Background: an optimization exercise with open tools, aiming at small area, a short achievable clock period and few clock cycles per item. Do not read the settings as production practice.
In this exercise RTL edits were held to simulation tests only and were not proved equivalent to the original.
Power and IR drop assume default switching activity.

==> flow/design.v (outline; a module is shown in full before it is edited, if it fits) <==
// module mont_mul: 2248 lines
module mont_mul (
    input  wire         clk,
    input  wire         rst,
    input  wire         start,
    input  wire [1:0]   op,
    input  wire [259:0] a,
    input  wire [259:0] b,
    output wire         ready,
    output reg          done,
    output wire [259:0] result
);
  // ...
==> flow/run.sh <==
#!/bin/bash
# synth_recipe.tcl (not shown) runs the flow's synth.tcl, then flattens the netlist and writes it again
# the make line also repeats each setting of config.mk as NAME=value (left out here)
make -C /OpenROAD-flow-scripts/flow DESIGN_CONFIG=/design/flow/config.mk WORK_HOME=/design/flow/orfs CLKGATE_MAP_FILE= SYNTH_SCRIPT=/design/flow/synth_recipe.tcl finish
==> flow/config.mk <==
export PLATFORM = sky130hd
export DESIGN_NAME = mont_mul
export DESIGN_NICKNAME = mont_mul
export VERILOG_FILES = /design/flow/design.v
export SDC_FILE = /design/flow/constraint.sdc
export NUM_CORES = 4
export LEC_CHECK = 0
export CAP_MARGIN = 20
export CORE_MARGIN = 2
export CORE_UTILIZATION = 40
export SETUP_SLACK_MARGIN = 5
export SLEW_MARGIN = 20
==> flow/constraint.sdc <==
create_clock -name core_clock -period 9.0 [get_ports {clk}]
set_input_delay 1.8000 -clock core_clock [delete_from_list [all_inputs] [get_ports {clk}]]
set_output_delay 1.8000 -clock core_clock [all_outputs]
set_load 0.01 [all_outputs]
==> key figures, run 1 <==
Status
  – Outcome: complete, no violations

Power and ir drop
  – Combinational power: 33000 µW
  – Seq pwr share: 18.1%
  – Max power group: combinational cells
  – Comb power frac: 69.7%
  – Total sequential power: 8570 µW
  – Clock power share: approximately an eighth
  – Leakage: 0.0450 µW
  – P_sw: 24500 µW

Clock network
  – Clk buf depth: 3
  – H-tree levels: 4
  – Num CTS Buffers: 138
  – Post-CTS Hold Fix Bufs: 0

Logic synthesis
  – Post-synthesis mux area share: 1.54%
  – Synth top area share: 18.4%
  – Post-synthesis xor/xnor area fraction: roughly 7.4%
  – Post-synth cell types: 107
  – Synth area leaders: edfxtp_1, fa_1, dfxtp_1

Worst setup path
  – Worst Path Required: 9690 ps
  – Cells on worst reg2reg path: 17
  – CP Depth: 17
  – Crit Reg-Reg Endpoint: cnt[6]

Detailed routing
  – TritonRoute pass-1 iters: 6
  – ANT nets after route: 0

Die
  – Initial Util: 40.2%
  – Die H: 465 µm
  – Die area: 216000 µm²

Cells and area
  – Most common cell after layout, fill and taps aside: nand2_1
  – Buffers, non-clock: 1292
  – Logic inverters: slightly above 500
  – Post-layout net count: 11300
  – Final Util: 51.8%
  – Max reg flops: 265
  – CLK BUF: ~200

Timing
  – Hold slack: 563 ps
  – Slew headroom: 16.8%
  – Final setup vio count: 0
  – Fin Clk Skew: 63.9 ps

Global route
  – First-pass GRT wire length: 535000 µm
  – GR met2 Demand/Resource: just over 50%
Testbench counts, summed over its fixed seeds: cycles 38,033, items 384.
==> run 2: changes to the inputs <==
==> flow/flow/run.sh (new file) <==
#!/bin/bash
# Own layout flow: the standard flow, with two changes between synthesis
# and floorplan:
#  1. flow/polarity.py removes the inverters that Yosys' full-adder extraction
#     leaves between full adders (each full adder is built in the polarity
#     that needs no inverter; the netlist's registers are not touched);
#  2. ports are buffered with buf_1 cells instead of the default delay cell.
# Each tool's output goes to a log file of its own in this folder.
set -euo pipefail
R=orfs/results/${FLOW_PLATFORM}/mont_mul/base
LIB=${FLOW_HOME}/platforms/${FLOW_PLATFORM}/lib/sky130_fd_sc_hd__tt_025C_1v80.lib

bash standard.sh synth > synth.log 2>&1
cp ${R}/1_2_yosys.v ${R}/1_2_yosys_std.v
python3 flow/polarity.py ${R}/1_2_yosys_std.v ${R}/1_2_yosys.v ${LIB} > polarity.log 2>&1
rm -f ${R}/1_synth.odb
BUFFER_PORTS_ARGS="-buffer_cell sky130_fd_sc_hd__buf_1" bash standard.sh finish > layout.log 2>&1
==> flow/flow/polarity.py (new file) <==
#!/usr/bin/env python3
"""Removes inverters between full adders of a synthesized netlist.

A full adder is self-dual: FA(~a, ~b, ~c) = (~s, ~co). Every full adder may
therefore be built in either polarity. This pass drops all inverters, picks
a polarity per full adder by local search so that as few nets as possible
are needed in both polarities, and adds one inverter per net that still is.
Registers and all other cells are kept as they are.

usage: polarity.py IN.v OUT.v LIBERTY
"""
import re, sys, collections

src, dst, lib = sys.argv[1], sys.argv[2], sys.argv[3]
text = open(src).read()

# output pins of each library cell
outpins = collections.defaultdict(set)
cell_area = {}
lt = open(lib).read()
for m in re.finditer(r'\bcell\s*\(\s*"?(\w+)"?\s*\)\s*\{', lt):
    start = m.end(); depth = 1; i = start
    while depth and i < len(lt):
        if lt[i] == '{': depth += 1
        elif lt[i] == '}': depth -= 1
        i += 1
    body = lt[start:i]
    am = re.search(r'\barea\s*:\s*([\d.]+)', body)
    if am: cell_area[m.group(1)] = float(am.group(1))
    for pm in re.finditer(r'\bpin\s*\(\s*"?(\w+)"?\s*\)\s*\{([^{}]*)', body):
        if re.search(r'direction\s*:\s*"?output', pm.group(2)):
            outpins[m.group(1)].add(pm.group(1))

mod_start = text.index('module ')
mod_end = text.rindex('endmodule')
body = text[mod_start:mod_end]
cell_re = re.compile(r'(?:\(\*[^*]*\*\)\s*)*\b(sky130_fd_sc_hd__\w+)\s+(\S+)\s*\((.*?)\);', re.S)
pin_re = re.compile(r'\.(\w+)\(\s*((?:[^()]|\([^()]*\))*?)\s*\)')

cells = []
spans = []
for m in cell_re.finditer(body):
    typ, name, pins = m.group(1), m.group(2), m.group(3)
    pl = [(p, n.strip()) for p, n in pin_re.findall(pins)]
    cells.append([typ, name, pl])
    spans.append((m.start(), m.end()))
assert not re.search(r'^\s*assign\b', body, re.M), 'assign statements not handled'

n_ha = 0

def is_inv(t): return re.match(r'sky130_fd_sc_hd__(clk)?inv_\d+$', t) is not None
def is_fa(t): return re.match(r'sky130_fd_sc_hd__fa_\d+$', t) is not None

driver = {}
loads = collections.defaultdict(list)
for ci, (t, n, pl) in enumerate(cells):
    for p, net in pl:
        if p in outpins[t]:
            assert net not in driver, net
            driver[net] = (ci, p)
        else:
            loads[net].append((ci, p))

# output ports
hdr = body[:body.index(');') + 2]
ports_out = set()
for m in re.finditer(r'^\s*output\s+(\[(\d+):(\d+)\]\s*)?(\w+)\s*;', body, re.M):
    if m.group(1):
        hi, lo = int(m.group(2)), int(m.group(3))
        for k in range(min(hi, lo), max(hi, lo) + 1): ports_out.add('%s[%d]' % (m.group(4), k))
    else:
        ports_out.add(m.group(4))

root_memo = {}
def root(net):
    if net in root_memo: return root_memo[net]
    d = driver.get(net)
    if d and is_inv(cells[d[0]][0]):
        inp = dict(cells[d[0]][2])['A']
        r, par = root(inp)
        res = (r, par ^ 1)
    else:
        res = (net, 0)
    root_memo[net] = res
    return res

fa_ids = [ci for ci, c in enumerate(cells) if is_fa(c[0])]
x = {ci: 0 for ci in fa_ids}
# gates whose output may be complemented by swapping to the complementary cell
PAIRS = [('and2', 'nand2'), ('or2', 'nor2'), ('and3', 'nand3'), ('or3', 'nor3'), ('and4', 'nand4'),
         ('or4', 'nor4'), ('a21o', 'a21oi'), ('o21a', 'o21ai'), ('a22o', 'a22oi'), ('o22a', 'o22ai'),
         ('a211o', 'a211oi'), ('o211a', 'o211ai'), ('a31o', 'a31oi'), ('o31a', 'o31ai'), ('a32o', 'a32oi'),
         ('o32a', 'o32ai'), ('a221o', 'a221oi'), ('o221a', 'o221ai'), ('xor2', 'xnor2'), ('xor3', 'xnor3'),
         ('mux2', 'mux2i'), ('or2b', 'nor2b'), ('and2b', 'nand2b'), ('a21bo', 'a21boi'), ('o21ba', 'o21bai'),
         ('a2bb2o', 'a2bb2oi'), ('o2bb2a', 'o2bb2ai'), ('a311o', 'a311oi'), ('o311a', 'o311ai'),
         ('a41o', 'a41oi'), ('o41a', 'o41ai'), ('a2111o', 'a2111oi'), ('o2111a', 'o2111ai')]
comp = {}
for p, q in PAIRS: comp[p] = q; comp[q] = p
area = dict(cell_area)
def comp_cell(t):
    m = re.match(r'sky130_fd_sc_hd__(\w+?)_(\d+)$', t)
    if not m or m.group(1) not in comp: return None
    c = comp[m.group(1)]
    for d in (m.group(2), '1', '2', '0', '4'):
        nm = 'sky130_fd_sc_hd__%s_%s' % (c, d)
        if nm in area and nm in outpins: return nm
    return None
gate_flip = {}
for ci, c in enumerate(cells):
    if is_fa(c[0]) or is_inv(c[0]): continue
    cc = comp_cell(c[0])
    if cc and len(outpins[c[0]]) == 1 and len(outpins[cc]) == 1:
        gate_flip[ci] = (cc, area[cc] - area[c[0]])
        x[ci] = 0
# demands: list of (root, base_par, fa_ci or None)
dem = collections.defaultdict(list)   # root -> list of (par, fa or None)
fa_in = collections.defaultdict(list) # fa -> roots it reads
for ci, (t, n, pl) in enumerate(cells):
    if is_inv(t): continue
    for p, net in pl:
        if p in outpins[t]: continue
        r, par = root(net)
        f = ci if is_fa(t) else None
        dem[r].append((par, f))
        if f is not None: fa_in[f].append(r)
for o in ports_out:
    if o in driver or o in root_memo or True:
        r, par = root(o)
        if (r, par) != (o, 0):
            dem[r].append((par, None))
# availability: root driven by a full adder output
src_fa = {}
for ci in fa_ids + list(gate_flip):
    for p, net in cells[ci][2]:
        if p in outpins[cells[ci][0]]:
            src_fa[net] = ci

def avail(r): return x[src_fa[r]] if r in src_fa else 0
def need(r):
    a = avail(r)
    for par, f in dem[r]:
        w = par ^ (x[f] if f is not None else 0)
        if w != a: return 1
    return 0

def affected(ci):
    s = set(fa_in[ci]) if ci in fa_in else set()
    for p, net in cells[ci][2]:
        if p in outpins[cells[ci][0]]: s.add(net)
    return s

INV = 3.75
def gcost(ci): return gate_flip[ci][1] if (ci in gate_flip and x[ci]) else 0.0
n_inv0 = sum(1 for c in cells if is_inv(c[0]))
cost0 = sum(need(r) for r in list(dem))
# exact start: parity union-find over net connections between flippable cells
flippable = set(fa_ids) | set(gate_flip)
parent = {ci: ci for ci in flippable}; rel = {ci: 0 for ci in flippable}
def find(a):
    if parent[a] == a: return a, 0
    r, p = find(parent[a]); parent[a] = r; rel[a] ^= p; return r, rel[a]
import sys as _s; _s.setrecursionlimit(100000)
bad = 0
for r in dem:
    if r not in src_fa: continue
    g = src_fa[r]
    for par, f in dem[r]:
        if f is None: continue
        # want: x[g] == par ^ x[f]
        ra, pa = find(g); rb, pb = find(f)
        if ra == rb:
            if (pa ^ pb) != par: bad += 1
        else:
            parent[rb] = ra; rel[rb] = pa ^ pb ^ par
for ci in flippable:
    r, p = find(ci); x[ci] = p
comps = collections.defaultdict(list)
for ci in flippable: comps[find(ci)[0]].append(ci)
def total():
    return INV * sum(need(r) for r in dem) + sum(gcost(ci) for ci in gate_flip)
for rt, members in comps.items():
    rs = set()
    for ci in members: rs |= affected(ci)
    c0 = INV * sum(need(r) for r in rs) + sum(gcost(ci) for ci in members)
    for ci in members: x[ci] ^= 1
    c1 = INV * sum(need(r) for r in rs) + sum(gcost(ci) for ci in members)
    if c1 >= c0:
        for ci in members: x[ci] ^= 1
sys.stderr.write('parity conflicts %d, components %d\n' % (bad, len(comps)))
changed = True; rounds = 0
while changed and rounds < 50:
    changed = False; rounds += 1
    for ci in fa_ids + list(gate_flip):
        rs = affected(ci)
        before = INV * sum(need(r) for r in rs) + gcost(ci)
        x[ci] ^= 1
        after = INV * sum(need(r) for r in rs) + gcost(ci)
        if after < before - 1e-9: changed = True
        else: x[ci] ^= 1
cost1 = sum(need(r) for r in list(dem))

# rebuild
newnet = {}
k = 0
new_inv = []
def phys(r, w):
    global k
    if w == avail(r): return r
    if r not in newnet:
        nm = '_pol%d_' % len(newnet)
        newnet[r] = nm
        new_inv.append((r, nm))
    return newnet[r]

out_cells = []
for ci, (t, n, pl) in enumerate(cells):
    if is_inv(t): continue
    conns = []
    t0 = t
    if ci in gate_flip and x[ci]:
        t = gate_flip[ci][0]
    for p, net in pl:
        if p in outpins[t0]:
            conns.append((list(outpins[t])[0] if ci in gate_flip and x[ci] else p, net))
        else:
            r, par = root(net)
            w = par ^ (x[ci] if is_fa(t) else 0)
            conns.append((p, phys(r, w)))
    out_cells.append((t, n, conns))
# output ports driven through inverters: drive them directly
extra = []
for o in sorted(ports_out):
    r, par = root(o)
    if (r, par) != (o, 0):
        extra.append(('sky130_fd_sc_hd__buf_1' if par == 0 else None, o, r, par))
for (r, nm) in new_inv:
    out_cells.append(('sky130_fd_sc_hd__inv_1', '_polinv%s' % nm[4:], [('A', r), ('Y', nm)]))
for t, o, r, par in extra:
    if par == 0:
        out_cells.append(('sky130_fd_sc_hd__buf_1', '_polbuf_%d' % len(out_cells), [('A', r), ('X', o)]))
    else:
        out_cells.append(('sky130_fd_sc_hd__inv_1', '_polpo_%d' % len(out_cells), [('A', phys(r, avail(r))), ('Y', o)]))

# declarations: keep everything before the first cell, add new wires
first = spans[0][0] if spans else len(body)
decl = body[:first]
rest_nonc = []
last = first
for (a, b) in spans:
    chunk = body[last:a]
    if chunk.strip(): rest_nonc.append(chunk)
    last = b
tail = body[last:]
out = [text[:mod_start], decl]
for r, nm in new_inv:
    out.append('  wire %s;\n' % nm)
for t, n, conns in out_cells:
    out.append('  %s %s (\n%s\n  );\n' % (t, n, ',\n'.join('    .%s(%s%s)' % (p, net, ' ' if net.startswith('\\') else '') for p, net in conns)))
for ch in rest_nonc:
    if re.search(r'\b(sky130_fd_sc_hd__)', ch): raise SystemExit('unparsed cell text')
    out.append(ch)
out.append(tail)
out.append(text[mod_end:])
open(dst, 'w').write(''.join(out))
sys.stderr.write('polarity: %d gates swapped; ' % sum(1 for ci in gate_flip if x[ci]) + 'polarity: %d full adders, %d flipped, inverters %d -> %d (nets needing both polarities %d -> %d), %d rounds\n'
                 % (len(fa_ids), sum(x[ci] for ci in fa_ids), n_inv0, len(new_inv) + sum(1 for e in extra if e[3]), cost0, cost1, rounds))
==> flow/standard.sh (new file) <==
#!/bin/bash
# synth_recipe.tcl (not shown) runs the flow's synth.tcl, then flattens the netlist and writes it again
# the make line also repeats each setting of config.mk as NAME=value (left out here)
make -C /OpenROAD-flow-scripts/flow DESIGN_CONFIG=/design/flow/config.mk WORK_HOME=/design/flow/orfs CLKGATE_MAP_FILE= SYNTH_SCRIPT=/design/flow/synth_recipe.tcl "${@:-finish}"
removed: flow/run.sh
==> run 2 against run 1 <==
Register-to-register slack better by 170 ps. Total power shrank 1.8%. Still clean. Critical path type unchanged. Clock power up 2%. Highest routed layer unchanged. Utilization shrank 2.6 points.
==> key figures, run 2 <==
Clock network
  – Clock Pin Slew Worst Setup and Hold Paths: ~60 ps
  – H-tree levels: 4 (unchanged)
  – Num CTS Buffers: 139 (+0.72%)
  – Clock root buffer: clkbuf_16
  – TritonCTS clock tree: done
  – Clk buf depth: 3 (unchanged)
  – CTS Sinks: 1089
  – Clock Latency Late Sink: 850 ps

Timing
  – Setup TNS: 0 ps
  – Slew headroom: 12.2% (-4.5 points)
  – RSZ-0062 raised after global routing: true
  – Post-layout min period: 5000 ps
  – Final Hold Fails: 0
  – Fin Clk Skew: 43.8 ps (-20.1 ps)
  – Fmax: 200 MHz
  – Worst-margin pin slew: 1300 ps
  – Final setup vio count: 0 (unchanged)
  – Final Max Slew Viols: 0
  – Period utilisation layout: 55.5%

Global route
  – First-pass GRT wire length: 515000 µm (-3.8%)
  – Largest net degree at the start of global routing: roughly 220
  – Vias in the first global route: 70300
  – Initial antenna violation count: 15
  – Congestion Overflow GR: 0
  – GRT Util Overall: 33.4%

Cells and area
  – Number of fill cells: 19200
  – Post-layout net count: 10900 (-3.5%)
  – Top Registers: RS (265), RC (264), B (260)
  – Max reg flops: 265 (unchanged)
  – Most common cell after layout, fill and taps aside: nand2_1
  – Area of the multi-input gates: 56700 µm²
  – Biggest register: RS
  – Commonest non-fill, non-tap cells in the layout: nand2_1, buf_1, fa_1
  – Area delta synth->final: 22.9%
  – Share of layout cells above drive strength 1: 16.5%
  – Reg area: 27100 µm²

Logic synthesis
  – YS warnings: 1
  – Post-Syn Area: 83800 µm²
  – Mapped Cells: 8699
  – Mean Syn Cell Area: approximately 9.6 µm²
  – Syn nets: about 10000

Die
  – Site row count: roughly 170
  – Die area: 213000 µm² (-1.4%)
  – Initial Util: 40.1% (-0.058 points)
  – Core Area: roughly 210000 µm²
  – Die H: 462 µm (-0.71%)
  – Die Wd: between 400 and 500 µm
  – I/O pin cnt: 787

Status
  – Outcome: complete, no violations

Place
  – Number of port buffers: 786
  – GPL Wtd Cong: ~1
  – DP Wirelength: 249000 µm

Worst setup path
  – Slowest-stage cell, CP: o21ai_0
  – Critical Path Fanout Max: 8
  – R2R Setup Slk: approximately 4000 ps
  – CP max stage delay: 1010 ps
  – Worst-path cell chain: fa_2, inv_1, nand2b_1, a21oi_1, o21ai_0, o21ai_0, nand3b_1, or4_4, nor4_4, nor4b_4, and3_4, a31o_4, inv_6, or4_4, inv_8, nor4_1
  – Endpoint class of the critical path: flip-flop
  – Crit Path Class: flip-flop to flip-flop
  – CP Data Arrival Time: 5690 ps
  – CP startpoint kind: flip-flop
  – Worst R2R Start: CR[10]
  – Cells on worst reg2reg path: 16 (-1)
  – Worst Path Required: 9700 ps (about the same)
  – Crit Reg-Reg Endpoint: pend

Power and ir drop
  – VDD IR max: roughly 0.38 mV
  – Pwr dens: 451 nW/µm²
  – Leakage: 0.0417 µW (-7.2%)
  – Total power: 46500 µW

Worst hold path
  – Min-delay src: cnt[6]
  – Hold Path Sink: cnt[6]
  – Hold WC Path Type: flip-flop to flip-flop
  – Hold depth: 2

Job
  – Max-capacitance violation count: 0

Detailed routing
  – Routed vias: 73000
  – Met2 WL: 156000 µm
  – Via density: 5.97
  – ANT nets after route: 0 (unchanged)
  – Routed WL: ~370000 µm
  – DR WL/cell: 30.0 µm
  – Wl on met1: 145000 µm
  – Residual DRC: 0
  – Met3 Routed Length: 39900 µm
  – DR iter-0 viols: about 8100
  – TritonRoute pass-1 iters: 7 (+1)
  – Max layer used: met5
run 2: critical path, delay by kind of cell, from the launching register on:
family	cells	cell delay, ps
AO/OA/AOI/OAI	4	1430
adder cells (fa/ha/maj)	1	260
buffers and inverters	3	210
flip-flops	1	420
AND/OR/NAND/NOR	8	2530
run 2: metal layers:
| metal | track usage [%] | vias to the layer above |
|---|---|---|
| met5 | 0 | - |
| met4 | 19.5 | 12 |
| met2 | 48.9 | 4155 |
| met1 | 44.4 | 36500 |
| li1 | - | 31500 |
| met3 | 8.83 | 845 |
run 2: how the worst max path moves through the flow:
stage / start / end / slack, ps / depth (start not counted)
after detailed placement: RC[48] / B[156] / 2870 / 17
after global placement: CR[3] / B[161] / 2970 / 17
after CTS: RC[48] / A[51] / 4140 / 20
after global routing: RS[176] / cnt[0] / 4040 / 16
after floorplan: RS[224] / B[0] / 3420 / 15
final: CR[10] / pend / 4000 / 16
run 2: final cells by class:
type / count / share of cell area, %
inverters: 150 / 0.617
multi-input cells: 6676 / 55.1
repair inverters: 6 / 0.109
diodes: 6 / 0.0146
clock inverters: 56 / 0.577
well taps: 2805 / 3.41
clock buffers: 204 / 3.93
repair buffers: 1242 / 10.0
flip-flops and latches: 1089 / 26.3
run 2: report_power, final:
part | switching (µW) | internal (µW) | leakage (µW) | total (µW)
Clock | 2500 | 3370 | 0.00225 | 5880
Sequential | 1800 | 6740 | 0.0103 | 8550
Combinational | 19800 | 12200 | 0.0292 | 32000
Total | 24100 | 22300 | 0.0417 | 46500
run 2: timing repair:
item                                     CTS  global route
buffers inserted                         186            89
endpoints found under the setup margin  1194          1096
hold buffers                               0             0
resized for setup                       1138           413
pin swaps                                247           322
gates cloned                             101            11
run 2: per-stage QoR:
step | cell area (µm²) | hold slack (ps) | worst slack, ps | utilization, % | cells
after global routing | 103000 | 604 | 4040 | 49.3 | 12200
after CTS | 100000 | 565 | 4140 | 48.0 | 12100
after global placement | 87300 | 534 | 2970 | 41.8 | 11600
after floorplan | 84000 | 364 | 3420 | - | 8699
after detailed placement | 87300 | 536 | 2870 | 41.8 | 11600
final | 103000 | 568 | 4000 | 49.3 | 12200

-- separate check: timing with driven ports --
Ports are ideal in the flow. The routed layouts listed here were re-timed in OpenROAD. Step 1 (the two cells are an assumption about what drives the block):
set clk [get_ports {clk}]
set_driving_cell -lib_cell sky130_fd_sc_hd__clkbuf_16 $clk
set_driving_cell -lib_cell sky130_fd_sc_hd__buf_2 [delete_from_list [all_inputs] $clk]
Step 2 adds t to the input delays and takes it off the output delays; t is the mean of the earliest and latest rising clock arrival at the registers after step 1. Input paths then give back, and output paths get back, about the clock's delay inside the block. a / b / c = ideal ports / drivers / drivers and shift; a / b = the first two.
run | t, ns | slack for setup (ns) | worst hold slack (ns) | worst setup path after step 2 | worst slew at a driven data input, ns
run 1 | 0.924 | 3.831 / 3.831 / 3.831 | 0.563 / 0.563 / 0.563 | register to register | 0.26
run 2 | 0.921 | 4.003 / 4.003 / 4.003 | 0.568 / 0.568 / 0.568 | register to register | 0.19
After both steps setup and hold are still met in every run listed.
